This is an optimization exercise on Yosys and OpenROAD, whose aim is small area, a short achievable clock period and few clock cycles per item, not a production implementation. The RTL was checked by simulation tests, not by an equivalence proof against the original design. The clock input has no modelled driver; a real chip could not lean on it and would need a root buffer or a full tree. Power is estimated from default activity; no workload was simulated.

==> flow/design.v, too long to show whole: its modules and the start of the top module <==
// module esq1_core: 2297 lines
module esq1_core (
    input  wire        clk,
    input  wire        rst,
    input  wire        cmd_valid,
    output wire        cmd_ready,
    input  wire [31:0] cmd,
    output reg         done,
    output reg  [15:0] res,
    output reg  [2:0]  err,
    output reg  [7:0]  sub,
    output reg  [15:0] pos,
    output reg         sticky
);
  // ...
==> flow/flow/run.sh <==
#!/bin/bash
# The standard layout (the standard.sh: standard synthesis, floorplan,
# placement, CTS, routing) with these changes to how it is made:
# - ORFS's timing repair aims below the clock period: repair_timing treats a
#   path as failing until its slack reaches SETUP_SLACK_MARGIN ns, so the
#   sized netlist runs well under the 10 ns clock;
# - the port buffers are buf_4 (ORFS would pick a delay cell);
# - CTS clusters up to 25 sinks per leaf buffer (within 80 um) and adds no
#   dummy loads;
# - after CTS, post_cts.tcl moves the clock pin to the middle of the left
#   edge and rebuilds the top of the clock tree: the clock
#   port drives four buffers next to it, one per region, that drive the
#   leaf buffers
#   (retree.tcl); the tree stays balanced, one level shallower;
# - after global routing, post_grt.tcl repairs antennas with a margin so
#   detailed routing needs no antenna re-route passes.
# The SDC and every other setting stay the standard flow's.
set -euo pipefail
here=$(pwd)
bash standard.sh SETUP_SLACK_MARGIN=7.0 \
  "BUFFER_PORTS_ARGS=-buffer_cell sky130_fd_sc_hd__buf_4" \
  "CTS_ARGS=-sink_clustering_enable -repair_clock_nets -sink_clustering_size 25 -sink_clustering_max_diameter 80 -dont_use_dummy_load" \
  POST_CTS_TCL="$here/flow/post_cts.tcl" \
  POST_GLOBAL_ROUTE_TCL="$here/flow/post_grt.tcl" \
  finish > flow_standard.log 2>&1
==> flow/flow/post_cts.tcl <==
# POST_CTS hook: rebuild the top of the clock tree (see retree.tcl), then
# legalize the new buffers and repair timing again on the new tree.
source [file join [file dirname [info script]] retree.tcl]
center_clk_pin
retree_clock 4
detailed_placement
estimate_parasitics -placement
repair_timing_helper
detailed_placement
check_placement -verbose
==> flow/flow/post_grt.tcl <==
# POST_GLOBAL_ROUTE hook: repair antennas once more with a 30% margin on the
# antenna ratios, so that the detailed routes, which differ from the global
# ones, rarely break the rule and need no repair-and-reroute pass after
# detailed routing; then write the route guides again.
repair_antennas -ratio_margin 30 -iterations 5
check_placement -verbose
check_antennas -report_file $::env(REPORTS_DIR)/grt_antennas_margin.log
write_guides $::env(RESULTS_DIR)/route.guide
==> flow/flow/retree.tcl <==
# Rebuild the top of the clock tree: the clock port drives NROOT buffers
# directly, each driving the leaf buffers of one region, in place of the
# root buffer and the middle level that CTS builds.
# Put the clock pin at the middle of the left die edge (the spot nearest to
# it that is at least 4 um from every other pin there), so the clock enters
# at the middle of a side rather than wherever pin placement left it.
proc center_clk_pin {} {
  set block [ord::get_db_block]
  set die [$block getDieArea]
  set ys {}
  foreach bt [$block getBTerms] {
    if {[$bt getName] eq "clk"} { continue }
    foreach bp [$bt getBPins] {
      set bb [$bp getBBox]
      if {[$bb xMin] <= [$die xMin] + 1000} { lappend ys [expr {([$bb yMin] + [$bb yMax]) / 2}] }
    }
  }
  set mid [expr {([$die yMin] + [$die yMax]) / 2}]
  for {set d 0} {$d < 200000} {incr d 2000} {
    foreach y [list [expr {$mid + $d}] [expr {$mid - $d}]] {
      set ok 1
      foreach oy $ys { if {abs($oy - $y) < 4000} { set ok 0; break } }
      if {$ok} {
        place_pin -pin_name clk -layer met3 -location [list [expr {[$die xMin] / 1000.0}] [expr {$y / 1000.0}]] -pin_size {0.3 0.3} -force_to_die_boundary
        puts "retree: clock pin at y [expr {$y / 1000.0}]"
        return
      }
    }
  }
}

# A spot for root k near the clock pin, a little inside the core.
proc root_spot { block k } {
  set bb [[lindex [[$block findBTerm clk] getBPins] 0] getBBox]
  set px [expr {([$bb xMin] + [$bb xMax]) / 2}]
  set py [expr {([$bb yMin] + [$bb yMax]) / 2}]
  set core [$block getCoreArea]
  set x0 [$core xMin]; set x1 [$core xMax]; set y0 [$core yMin]; set y1 [$core yMax]
  set in 12000
  set step [expr {($k - 1.5) * 8000}]
  if {$px <= $x0} { return [list [expr {$x0 + $in}] [expr {int(min(max($py + $step, $y0), $y1 - 10000))}]] }
  if {$px >= $x1} { return [list [expr {$x1 - $in - 10000}] [expr {int(min(max($py + $step, $y0), $y1 - 10000))}]] }
  if {$py <= $y0} { return [list [expr {int(min(max($px + $step, $x0), $x1 - 10000))}] [expr {$y0 + $in}]] }
  return [list [expr {int(min(max($px + $step, $x0), $x1 - 10000))}] [expr {$y1 - $in - 3000}]]
}

proc retree_clock { {nroot 4} {master_name sky130_fd_sc_hd__clkbuf_16} } {
  set block [ord::get_db_block]
  set db [ord::get_db]
  set master [$db findMaster $master_name]
  set port_net [[$block findBTerm clk] getNet]
  # walk the buffer tree from the port
  set level [list $port_net]
  set bufs {}
  set leaves {}
  while {[llength $level]} {
    set next {}
    foreach net $level {
      foreach it [$net getITerms] {
        if {![$it isInputSignal] && [$it getIoType] ne "INPUT"} { continue }
        set inst [$it getInst]
        set m [[$inst getMaster] getName]
        if {[string match "*clkbuf*" $m] || [string match "*clkinv*" $m]} {
          # output net of the buffer
          set onet ""
          foreach oit [$inst getITerms] { if {[$oit getIoType] eq "OUTPUT"} { set onet [$oit getNet] } }
          set drives_buf 0
          foreach it2 [$onet getITerms] {
            if {[$it2 getIoType] eq "INPUT"} {
              set m2 [[[$it2 getInst] getMaster] getName]
              if {[string match "*clkbuf*" $m2] || [string match "*clkinv*" $m2]} { set drives_buf 1 }
            }
          }
          if {$drives_buf} { lappend bufs $inst; lappend next $onet } else { lappend leaves $inst }
        }
      }
    }
    set level $next
  }
  puts "retree: [llength $bufs] upper buffers, [llength $leaves] leaf buffers"
  # leaf positions
  set pts {}
  foreach l $leaves { set bb [$l getBBox]; lappend pts [list $l [expr {([$bb xMin]+[$bb xMax])/2}] [expr {([$bb yMin]+[$bb yMax])/2}]] }
  # k-means into nroot clusters, seeded by splitting on x then y medians
  set n [llength $pts]
  set sx [lsort -integer -index 1 $pts]
  set cents {}
  set half [expr {$n/2}]
  foreach part [list [lrange $sx 0 [expr {$half-1}]] [lrange $sx $half end]] {
    set sy [lsort -integer -index 2 $part]
    set h2 [expr {[llength $sy]/2}]
    foreach q [list [lrange $sy 0 [expr {$h2-1}]] [lrange $sy $h2 end]] {
      set cx 0; set cy 0
      foreach p $q { set cx [expr {$cx+[lindex $p 1]}]; set cy [expr {$cy+[lindex $p 2]}] }
      lappend cents [list [expr {$cx/[llength $q]}] [expr {$cy/[llength $q]}]]
    }
  }
  set cents [lrange $cents 0 [expr {$nroot-1}]]
  for {set iter 0} {$iter < 20} {incr iter} {
    set groups {}
    for {set k 0} {$k < $nroot} {incr k} { lappend groups {} }
    foreach p $pts {
      set best 0; set bd 1e30
      for {set k 0} {$k < $nroot} {incr k} {
        set c [lindex $cents $k]
        set d [expr {abs([lindex $p 1]-[lindex $c 0]) + abs([lindex $p 2]-[lindex $c 1])}]
        if {$d < $bd} { set bd $d; set best $k }
      }
      lset groups $best [concat [lindex $groups $best] [list $p]]
    }
    set cents {}
    foreach g $groups {
      set cx 0; set cy 0
      foreach p $g { set cx [expr {$cx+[lindex $p 1]}]; set cy [expr {$cy+[lindex $p 2]}] }
      set c [expr {max(1,[llength $g])}]
      lappend cents [list [expr {$cx/$c}] [expr {$cy/$c}]]
    }
  }
  # remove the upper buffers and their nets
  foreach b $bufs {
    foreach it [$b getITerms] {
      set net [$it getNet]
      if {$net ne "NULL" && [$it getIoType] eq "OUTPUT"} { $it disconnect; odb::dbNet_destroy $net } elseif {$net ne "NULL"} { $it disconnect }
    }
    odb::dbInst_destroy $b
  }
  # new roots
  for {set k 0} {$k < $nroot} {incr k} {
    set inst [odb::dbInst_create $block $master "clkroot_$k"]
    set net [odb::dbNet_create $block "clknet_root_$k"]
    $net setSigType CLOCK
    # roots sit next to the clock pin so that the port's own net stays short
    set c [root_spot $block $k]
    $inst setLocation [lindex $c 0] [lindex $c 1]
    $inst setPlacementStatus PLACED
    foreach it [$inst getITerms] {
      set mt [[$it getMTerm] getName]
      if {$mt eq "A"} { $it connect $port_net }
      if {$mt eq "X"} { $it connect $net }
    }
    foreach p [lindex $groups $k] {
      set l [lindex $p 0]
      foreach it [$l getITerms] { if {[[$it getMTerm] getName] eq "A"} { $it connect $net } }
    }
    puts "retree: root $k at $c drives [llength [lindex $groups $k]] leaves"
  }
}
==> flow/standard.sh <==
#!/bin/bash
# synth_recipe.tcl (not shown) runs the flow's synth.tcl, then flattens the netlist and writes it again
# the make line also repeats each setting of config.mk as NAME=value (left out here)
make -C /OpenROAD-flow-scripts/flow DESIGN_CONFIG=/design/flow/config.mk WORK_HOME=/design/flow/orfs CLKGATE_MAP_FILE= SYNTH_SCRIPT=/design/flow/synth_recipe.tcl "${@:-finish}"
==> flow/config.mk <==
export PLATFORM = sky130hd
export DESIGN_NAME = esq1_core
export DESIGN_NICKNAME = esq1_core
export VERILOG_FILES = /design/flow/design.v
export SDC_FILE = /design/flow/constraint.sdc
export NUM_CORES = 8
export LEC_CHECK = 0
export ABC_AREA = 1
export CAP_MARGIN = 30
export CORE_MARGIN = 2
export CORE_UTILIZATION = 50
export PLACE_DENSITY = 0.62
export SLEW_MARGIN = 20
==> flow/constraint.sdc <==
create_clock -name core_clock -period 10.0 [get_ports {clk}]
set_input_delay 2.0000 -clock core_clock [delete_from_list [all_inputs] [get_ports {clk}]]
set_output_delay 2.0000 -clock core_clock [all_outputs]
set_load 0.01 [all_outputs]
==> reports/summary.txt, run 1 <==
Number of diodes - 5
Post-DR wirelength/cell - 33.1 µm
Biggest register - name
Final core utilization - 55.7%
FF-to-FF End - rdrec3[3]$_DFF_P_
Pleak - 32.7 nW
Top Layer Used - met5
Die width - 408 µm
XOR/XNOR Fraction of Synth Area - 0%
Fin crit period - 3.22 ns
Top delay family on crit path - simple AND/OR/NAND/NOR gates
Crit path kind - register to register
Leading area contributor after synthesis - dfxtp_1
Met3 Use GR - 12.1%
Tot GR Track Use - 46.4%
Max reg flops - 48
Clock power frac - 35.3%
Vias per cell - 6.91
Post-synthesis compound-gate area fraction - 25.5%
Final Power - 13.3 mW
Largest cells by area after synthesis - dfxtp_1, o221ai_1, nand2_1
Power Clock - 4.70 mW
FP Rows - 148
YS warnings - 1
Port-buffer cells - 79
Fraction of registers with async set/reset - 0%
Period utilisation layout - 32.2%
Power share of the sequential group - 59.3%
Placed cell areas - 84500 µm²
Grt total ovfl - 0
Design area - 90400 µm²
Worst Hold End - pos[0]$_DFF_P_
Status - complete, no violations
Total stage count of the critical path - 9
Vias - 85100
Top FF cell, synth - dfxtp_1
Multi-input gate share of total cell area - 40.1%
Count leader, synth - nand2_1
FF+latch count - 1958
Testbench counts, summed over its fixed seeds: cycles 13,568, cmds 13,544.
==> run 2: changes to the inputs <==
--- a/flow/design.v
+++ b/flow/design.v
@@ -1768,17 +1768,17 @@
         fb5 <= nx_fb5;
         fb6 <= nx_fb6;
         fb7 <= nx_fb7;
         fb8 <= nx_fb8;
         fb9 <= nx_fb9;
         fba <= nx_fba;
         name <= name_nx;
     end
-    wire [7:0] rd_lb =
+    wire [7:0] rd_p0 =
         ({8{lbhit0}} & lb0) |
         ({8{lbhit1}} & lb1) |
         ({8{lbhit2}} & lb2) |
         ({8{lbhit3}} & lb3) |
         ({8{lbhit4}} & lb4) |
         ({8{lbhit5}} & lb5) |
         ({8{lbhit6}} & lb6) |
         ({8{lbhit7}} & lb7) |
@@ -1795,16 +1795,37 @@
         ({8{lbhit18}} & lb18) |
         ({8{lbhit19}} & lb19) |
         ({8{lbhit20}} & lb20) |
         ({8{lbhit21}} & lb21) |
         ({8{lbhit22}} & lb22) |
         ({8{lbhit23}} & lb23) |
         ({8{lbhit24}} & lb24) |
         ({8{lbhit25}} & lb25) |
+        ({8{hit_f00}} & {f00[6], f00}) |
+        ({8{hit_f01}} & {f01[6], f01}) |
+        ({8{hit_f02}} & {f02[6], f02}) |
+        ({8{hit_f03}} & f03) |
+        ({8{hit_f04}} & f04) |
+        ({8{hit_f05}} & f05) |
+        ({8{hit_f06}} & f06) |
+        ({8{hit_f07}} & {2'd0, f07}) |
+        ({8{hit_f08}} & f08) |
+        ({8{hit_f09}} & f09) |
+        ({8{hit_f10}} & {f10[6], f10}) |
+        ({8{hit_f11}} & {f11[6], f11}) |
+        ({8{hit_f12}} & {f12[6], f12}) |
+        ({8{hit_f13}} & f13) |
+        ({8{hit_f14}} & f14) |
+        ({8{hit_f15}} & f15) |
+        ({8{hit_f16}} & f16) |
+        ({8{hit_f17}} & {2'd0, f17}) |
+        ({8{hit_f18}} & f18) |
+        ({8{hit_f19}} & f19);
+    wire [7:0] rd_p1 =
         ({8{lbhit26}} & lb26) |
         ({8{lbhit27}} & lb27) |
         ({8{lbhit28}} & lb28) |
         ({8{lbhit29}} & lb29) |
         ({8{lbhit30}} & lb30) |
         ({8{lbhit31}} & lb31) |
         ({8{lbhit32}} & lb32) |
         ({8{lbhit33}} & lb33) |
@@ -1819,16 +1840,45 @@
         ({8{lbhit42}} & lb42) |
         ({8{lbhit43}} & lb43) |
         ({8{lbhit44}} & lb44) |
         ({8{lbhit45}} & lb45) |
         ({8{lbhit46}} & lb46) |
         ({8{lbhit47}} & lb47) |
         ({8{lbhit48}} & lb48) |
         ({8{lbhit49}} & lb49) |
+        ({8{hit_f20}} & {f20[6], f20}) |
+        ({8{hit_f21}} & {f21[6], f21}) |
+        ({8{hit_f22}} & {f22[6], f22}) |
+        ({8{hit_f23}} & f23) |
+        ({8{hit_f24}} & f24) |
+        ({8{hit_f25}} & f25) |
+        ({8{hit_f26}} & f26) |
+        ({8{hit_f27}} & {2'd0, f27}) |
+        ({8{hit_f28}} & f28) |
+        ({8{hit_f29}} & f29) |
+        ({8{hit_f30}} & {f30[6], f30}) |
+        ({8{hit_f31}} & {f31[6], f31}) |
+        ({8{hit_f32}} & {f32[6], f32}) |
+        ({8{hit_f33}} & f33) |
+        ({8{hit_f34}} & f34) |
+        ({8{hit_f35}} & f35) |
+        ({8{hit_f36}} & f36) |
+        ({8{hit_f37}} & {2'd0, f37}) |
+        ({8{hit_f38}} & f38) |
+        ({8{hit_f39}} & f39) |
+        ({8{hit_f40}} & {6'd0, f40}) |
+        ({8{hit_f41}} & {2'd0, f41}) |
+        ({8{hit_f42}} & {4'd0, f42}) |
+        ({8{hit_f43}} & {7'd0, f43}) |
+        ({8{hit_f44}} & {7'd0, f44}) |
+        ({8{hit_f45}} & {2'd0, f45}) |
+        ({8{hit_f46}} & {2'd0, f46}) |
+        ({8{hit_f47}} & {2'd0, f47});
+    wire [7:0] rd_p2 =
         ({8{lbhit50}} & lb50) |
         ({8{lbhit51}} & lb51) |
         ({8{lbhit52}} & lb52) |
         ({8{lbhit53}} & lb53) |
         ({8{lbhit54}} & lb54) |
         ({8{lbhit55}} & lb55) |
         ({8{lbhit56}} & lb56) |
         ({8{lbhit57}} & lb57) |
@@ -1847,89 +1897,16 @@
         ({8{lbhit70}} & lb70) |
         ({8{lbhit71}} & lb71) |
         ({8{lbhit72}} & lb72) |
         ({8{lbhit73}} & lb73) |
         ({8{lbhit74}} & lb74) |
         ({8{lbhit75}} & lb75) |
         ({8{lbhit76}} & lb76) |
         ({8{lbhit77}} & lb77) |
-        ({8{lbhit78}} & lb78) |
-        ({8{lbhit79}} & lb79) |
-        ({8{lbhit80}} & lb80) |
-        ({8{lbhit81}} & lb81) |
-        ({8{lbhit82}} & lb82) |
-        ({8{lbhit83}} & lb83) |
-        ({8{lbhit84}} & lb84) |
-        ({8{lbhit85}} & lb85) |
-        ({8{lbhit86}} & lb86) |
-        ({8{lbhit87}} & lb87) |
-        ({8{lbhit88}} & lb88) |
-        ({8{lbhit89}} & lb89) |
-        ({8{lbhit90}} & lb90) |
-        ({8{lbhit91}} & lb91) |
-        ({8{lbhit92}} & lb92) |
-        ({8{lbhit93}} & lb93) |
-        ({8{lbhit94}} & lb94) |
-        ({8{lbhit95}} & lb95) |
-        ({8{lbhit96}} & lb96) |
-        ({8{lbhit97}} & lb97) |
-        ({8{lbhit98}} & lb98) |
-        ({8{lbhit99}} & lb99) |
-        ({8{lbhit100}} & lb100) |
-        ({8{lbhit101}} & lb101);
-    wire [7:0] rd_rec =
-        ({8{hit_f00}} & {f00[6], f00}) |
-        ({8{hit_f01}} & {f01[6], f01}) |
-        ({8{hit_f02}} & {f02[6], f02}) |
-        ({8{hit_f03}} & f03) |
-        ({8{hit_f04}} & f04) |
-        ({8{hit_f05}} & f05) |
-        ({8{hit_f06}} & f06) |
-        ({8{hit_f07}} & {2'd0, f07}) |
-        ({8{hit_f08}} & f08) |
-        ({8{hit_f09}} & f09) |
-        ({8{hit_f10}} & {f10[6], f10}) |
-        ({8{hit_f11}} & {f11[6], f11}) |
-        ({8{hit_f12}} & {f12[6], f12}) |
-        ({8{hit_f13}} & f13) |
-        ({8{hit_f14}} & f14) |
-        ({8{hit_f15}} & f15) |
-        ({8{hit_f16}} & f16) |
-        ({8{hit_f17}} & {2'd0, f17}) |
-        ({8{hit_f18}} & f18) |
-        ({8{hit_f19}} & f19) |
-        ({8{hit_f20}} & {f20[6], f20}) |
-        ({8{hit_f21}} & {f21[6], f21}) |
-        ({8{hit_f22}} & {f22[6], f22}) |
-        ({8{hit_f23}} & f23) |
-        ({8{hit_f24}} & f24) |
-        ({8{hit_f25}} & f25) |
-        ({8{hit_f26}} & f26) |
-        ({8{hit_f27}} & {2'd0, f27}) |
-        ({8{hit_f28}} & f28) |
-        ({8{hit_f29}} & f29) |
-        ({8{hit_f30}} & {f30[6], f30}) |
-        ({8{hit_f31}} & {f31[6], f31}) |
-        ({8{hit_f32}} & {f32[6], f32}) |
-        ({8{hit_f33}} & f33) |
-        ({8{hit_f34}} & f34) |
-        ({8{hit_f35}} & f35) |
-        ({8{hit_f36}} & f36) |
-        ({8{hit_f37}} & {2'd0, f37}) |
-        ({8{hit_f38}} & f38) |
-        ({8{hit_f39}} & f39) |
-        ({8{hit_f40}} & {6'd0, f40}) |
-        ({8{hit_f41}} & {2'd0, f41}) |
-        ({8{hit_f42}} & {4'd0, f42}) |
-        ({8{hit_f43}} & {7'd0, f43}) |
-        ({8{hit_f44}} & {7'd0, f44}) |
-        ({8{hit_f45}} & {2'd0, f45}) |
-        ({8{hit_f46}} & {2'd0, f46}) |
-        ({8{hit_f47}} & {2'd0, f47}) |
         ({8{hit_f48}} & {6'd0, f48}) |
         ({8{hit_f49}} & {2'd0, f49}) |
         ({8{hit_f4a}} & {4'd0, f4a}) |
         ({8{hit_f4b}} & {7'd0, f4b}) |
         ({8{hit_f4c}} & {7'd0, f4c}) |
         ({8{hit_f4d}} & {2'd0, f4d}) |
         ({8{hit_f4e}} & {2'd0, f4e}) |
         ({8{hit_f4f}} & {2'd0, f4f}) |
@@ -1961,17 +1938,42 @@
         ({8{hit_f74}} & {f74[6], f74}) |
         ({8{hit_f75}} & {f75[6], f75}) |
         ({8{hit_f76}} & f76) |
         ({8{hit_f77}} & {7'd0, f77}) |
         ({8{hit_f78}} & {2'd0, f78}) |
         ({8{hit_f79}} & {4'd0, f79}) |
         ({8{hit_f7a}} & {4'd0, f7a}) |
         ({8{hit_f7b}} & {f7b[6], f7b}) |
-        ({8{hit_f7c}} & {f7c[6], f7c}) |
+        ({8{hit_f7c}} & {f7c[6], f7c});
+    wire [7:0] rd_p3 =
+        ({8{lbhit78}} & lb78) |
+        ({8{lbhit79}} & lb79) |
+        ({8{lbhit80}} & lb80) |
+        ({8{lbhit81}} & lb81) |
+        ({8{lbhit82}} & lb82) |
+        ({8{lbhit83}} & lb83) |
+        ({8{lbhit84}} & lb84) |
+        ({8{lbhit85}} & lb85) |
+        ({8{lbhit86}} & lb86) |
+        ({8{lbhit87}} & lb87) |
+        ({8{lbhit88}} & lb88) |
+        ({8{lbhit89}} & lb89) |
+        ({8{lbhit90}} & lb90) |
+        ({8{lbhit91}} & lb91) |
+        ({8{lbhit92}} & lb92) |
+        ({8{lbhit93}} & lb93) |
+        ({8{lbhit94}} & lb94) |
+        ({8{lbhit95}} & lb95) |
+        ({8{lbhit96}} & lb96) |
+        ({8{lbhit97}} & lb97) |
+        ({8{lbhit98}} & lb98) |
+        ({8{lbhit99}} & lb99) |
+        ({8{lbhit100}} & lb100) |
+        ({8{lbhit101}} & lb101) |
         ({8{hit_f80}} & f80) |
         ({8{hit_f81}} & {3'd0, f81}) |
         ({8{hit_f82}} & {4'd0, f82}) |
         ({8{hit_f83}} & {4'd0, f83}) |
         ({8{hit_f84}} & {f84[6], f84}) |
         ({8{hit_f85}} & {f85[6], f85}) |
         ({8{hit_f86}} & f86) |
         ({8{hit_f87}} & {7'd0, f87}) |
@@ -2256,36 +2258,38 @@
         res_we    <= ok1 & n_res_we;
         srst_x    <= ok1 & n_srst;
         errf_x    <= ok1 & (n_err != E_NONE);
         err_x     <= n_err;
         sub_x     <= n_sub;
         pos_x     <= n_pos;
     end
     reg        v3, ext3, res_we3, srst3, errf3;
-    reg [7:0]  rdlb3, rdrec3, rdo3;
+    reg [7:0]  rdp3_0, rdp3_1, rdp3_2, rdp3_3, rdo3;
     reg [3:0]  hnib3;
     reg [2:0]  err3;
     reg [7:0]  sub3;
     reg [15:0] pos3;
     always @(posedge clk) begin
         v3      <= vx & ~rst;
-        rdlb3   <= rd_lb;
-        rdrec3  <= rd_rec;
+        rdp3_0  <= rd_p0;
+        rdp3_1  <= rd_p1;
+        rdp3_2  <= rd_p2;
+        rdp3_3  <= rd_p3;
         rdo3    <= rd_o;
         hnib3   <= hnib;
         ext3    <= ext;
         res_we3 <= res_we & ~rst;
         srst3   <= srst_x;
         errf3   <= errf_x & ~rst;
         err3    <= err_x;
         sub3    <= sub_x;
         pos3    <= pos_x;
     end
-    wire [7:0] rd3 = rdlb3 | rdrec3 | rdo3;
+    wire [7:0] rd3 = rdp3_0 | rdp3_1 | rdp3_2 | rdp3_3 | rdo3;
     always @(posedge clk) begin
         done <= v3 & ~rst;
         err  <= err3;
         sub  <= sub3;
         pos  <= pos3;
         if (rst || srst3) begin
             res    <= 16'd0;
             sticky <= 1'b0;
==> flow/config.mk (replaced) <==
export PLATFORM = sky130hd
export DESIGN_NAME = esq1_core
export DESIGN_NICKNAME = esq1_core
export VERILOG_FILES = /design/flow/design.v
export SDC_FILE = /design/flow/constraint.sdc
export NUM_CORES = 8
export LEC_CHECK = 0
export ABC_AREA = 1
export CAP_MARGIN = 30
export CORE_MARGIN = 2
export CORE_UTILIZATION = 40
export PLACE_DENSITY = 0.55
export SLEW_MARGIN = 20
==> run 2 against run 1 <==
Die area is 26% higher. Combinational power up 3.9%. Utilization fell by 11 points. Via count grew 2.0%. Setup slack got worse by 0.079 ns. Clock skew rose by 0.040 ns. Clock power rose by 4%. Highest routed layer unchanged.
==> reports/summary.txt, run 2 <==
Detailed Routing Iterations Pass 1 - 9
Commonest cells after routing, fill and taps aside - nand2_1, dfxtp_1, inv_1
CP Capture Type - output port
Tot GR Track Use - 41.3% (-5.1 points)
Internal Power - 10.1 mW
# setup viols final - 0
Largest net degree at the start of global routing - 66
FP Rows - 166 (+12%)
Max reg flops - 48 (unchanged)
DRC viols - 0
Net Sw Power - 3.50 mW
Placed cell areas - 85700 µm² (+1.4%)
Area Overhead vs Synth - 11.3%
Fin crit period - 3.30 ns (+0.0790 ns)
Vias per cell - 6.70 (-3.0%)
YS warnings - 1 (unchanged)
Req. time, crit path - 8.00 ns
Top FF cell, synth - dfxtp_1
Worst slew pin tran - 1.15 ns
Netlist cell types - 66
Rel. slew slack - 23.2%
Hold WS - 0.288 ns
Die Footprint - 209000 µm²
Crit-path max FO - 5
Nets - 10300
Port-buffer cells - 79 (unchanged)
Synth top cells by count - nand2_1, dfxtp_1, inv_1, o221ai_1, clkbuf_1
Initial antenna violation count - 41
Grt total ovfl - 0 (unchanged)
Syn nets - 10300
Syn avg cell area - 8.02 µm²
CP peak stage delay - 0.44 ns
Achievable frequency - 0.303 GHz
Period utilisation layout - 33.0% (+0.79 points)
Yosys reg bits - 1974
Post-route setup slack - 6.70 ns
Commonest non-fill, non-tap cell in the layout - nand2_1
Crit path kind - register to output port
Post-DR wirelength/cell - 35.2 µm (+6.2%)
Switch share - 25.7%
Type of origin of the critical path - register
Total negative setup slack - 0 ns
Slowest-stage cell, CP - dfxtp_4
Setup Skew - 0.152 ns
Synth top area share - 48.1%
Biggest regs - name (48), c1 (32)
Netlist Area Pre-Place - 82100 µm²
1st-iter DRT viols - 15300
Maxcap violations - 0
Core Area - 204000 µm²
Placer Congestion - 1.09
First-pass GRT wire length - 627000 µm
Initial core utilization - 40.2%
IO Pins - 81
Post-Synthesis Cells - 10200
Die width - 457 µm (+12%)
Clk slew on worst S/H paths - 0.09 ns
EDFF count, synth - 0
Biggest register - name
Min-Delay Path Class - register to register
Design area - 91400 µm² (+1.1%)
Fraction of registers with async set/reset - 0% (unchanged)
VDD IR max - 0.452 mV
Leading area contributor after synthesis - dfxtp_1
DP Wirelength - 320000 µm
Status - complete, no violations
Met3 wire len - 62000 µm
Vias - 86800 (+2.0%)
Final WL - 456000 µm
Power Density - 149 nW/µm²
Pre-CTS setup slack - 5.66 ns
Clock power frac - 35.9% (+0.6 points)
Gate power share - 5.5%
Metal2 WL - 178000 µm
Count leader, synth - nand2_1
Met1 Wirelength - 186000 µm
Die Height - 457 µm
Top Layer Used - met5
Critical-path cell list - buf_4
CP bufs+invs - 1
Largest cells by area after synthesis - dfxtp_1, o221ai_1, nand2_1
ANT nets after route - 0
Sequential fraction of the synthesis area - 48.1%
Top delay family on crit path - flip-flops
Clock network latency to the later pin of the worst-skew pair - 0.77 ns
Power share of the sequential group - 58.6% (-0.7 points)
Share of cells above drive strength 1 - 8.19%
Final Hold Vio Count - 0
Vias in the first global route - 79400
Critical Path AT - 1.30 ns
Pleak - 32.8 nW (+0.48%)
Clock sinks - 1974
Final Max Tran Viols - 0
-- run 2: area by class of cell, clock buffers not listed --
| type | instances | area [µm²] |
|---|---|---|
| Tap cell | 2688 | 3360 |
| Buffer | 4 | 100 |
| Sequential cell | 1974 | 39700 |
| Timing Repair Buffer | 355 | 3460 |
| Inverter | 1596 | 6060 |
| Antenna cell | 26 | 65.1 |
| Multi-Input combinational cell | 6202 | 35800 |
| Fill cell | 20600 | 113000 |
-- run 2: power by group through the flow --
stage	sequential, mW	combinational [mW]	clock (mW)
3_5_place_dp	8.16	0.645	0
6_report	7.97	0.751	4.88
2_1_floorplan	8.12	0.304	0
3_3_place_gp	8.16	0.640	0
-- run 2: logic make-up after synthesis --
kind of cell,count (synthesis),share of synthesized area [%]
AND/OR/NAND/NOR,3596,17.5
flip-flops,1974,48.1
buffers and inverters,2067,9.52
multiplexers,1,0.0122
AO/OA/AOI/OAI,2604,24.9
other,1,0.00457
-- run 2: through the flow --
step | total power [mW] | std cells | util [%]
floorplan | 8.42 | 10200 | -
global placement | 8.80 | 12700 | 41.8
detailed placement | 8.81 | 12700 | 41.9
finish | 13.6 | 13000 | 44.7
-- run 2: final timing paths --
check        cells past startpoint           endpoint  slack (ns)                 start
max                              1            res[15]        6.70  res[14]$_SDFFE_PP0P_
min reg2reg                      0      srst3$_DFF_P_        0.29        srst_x$_DFF_P_
max reg2reg                      8  rdp3_2[3]$_DFF_P_        6.86    lcol[5]$_SDFF_PN0_
min                              0      srst3$_DFF_P_        0.29        srst_x$_DFF_P_
-- run 2: routing by layer --
layer / track usage, % / up-vias
met5: 0 / -
met4: 21.3 / 40
met3: 11.7 / 1329
met2: 56.7 / 6902
met1: 58.2 / 42400
li1: - / 36100
Testbench counts of run 2, summed over its fixed seeds: cycles 13,568, cmds 13,544.

==> re-timing with driven ports <==
The results above use ideal ports. As a check the final layouts listed here were re-extracted and re-timed, cells and wires unchanged.
Step 1 (the two cells are an assumption about what drives the block):
set clk [get_ports {clk}]
set_driving_cell -lib_cell sky130_fd_sc_hd__clkbuf_16 $clk
set_driving_cell -lib_cell sky130_fd_sc_hd__buf_2 [delete_from_list [all_inputs] $clk]
Step 2 adds t to the input delays and takes it off the output delays; t is the mean of the earliest and latest rising clock arrival at the registers after step 1. Input paths then give back, and output paths get back, about the clock's delay inside the block.
a / b / c = no drivers / after step 1 / after step 2; a / b = the first two.
run	shift t [ns]	slack for setup (ns)	slew at the worst register clock pin (ns)	worst data-port slew with drivers (ns)	cell pins on the clock port's net
run 1	0.725	6.782 / 6.726 / 6.387	0.11 / 0.11	0.05	4
run 2	0.752	6.703 / 6.645 / 6.433	0.11 / 0.11	0.04	4
After both steps setup and hold are still met in every run listed. For run 1, which loses most, drivers alone change the setup slack by -0.056 ns; drivers and shift together by -0.395 ns.
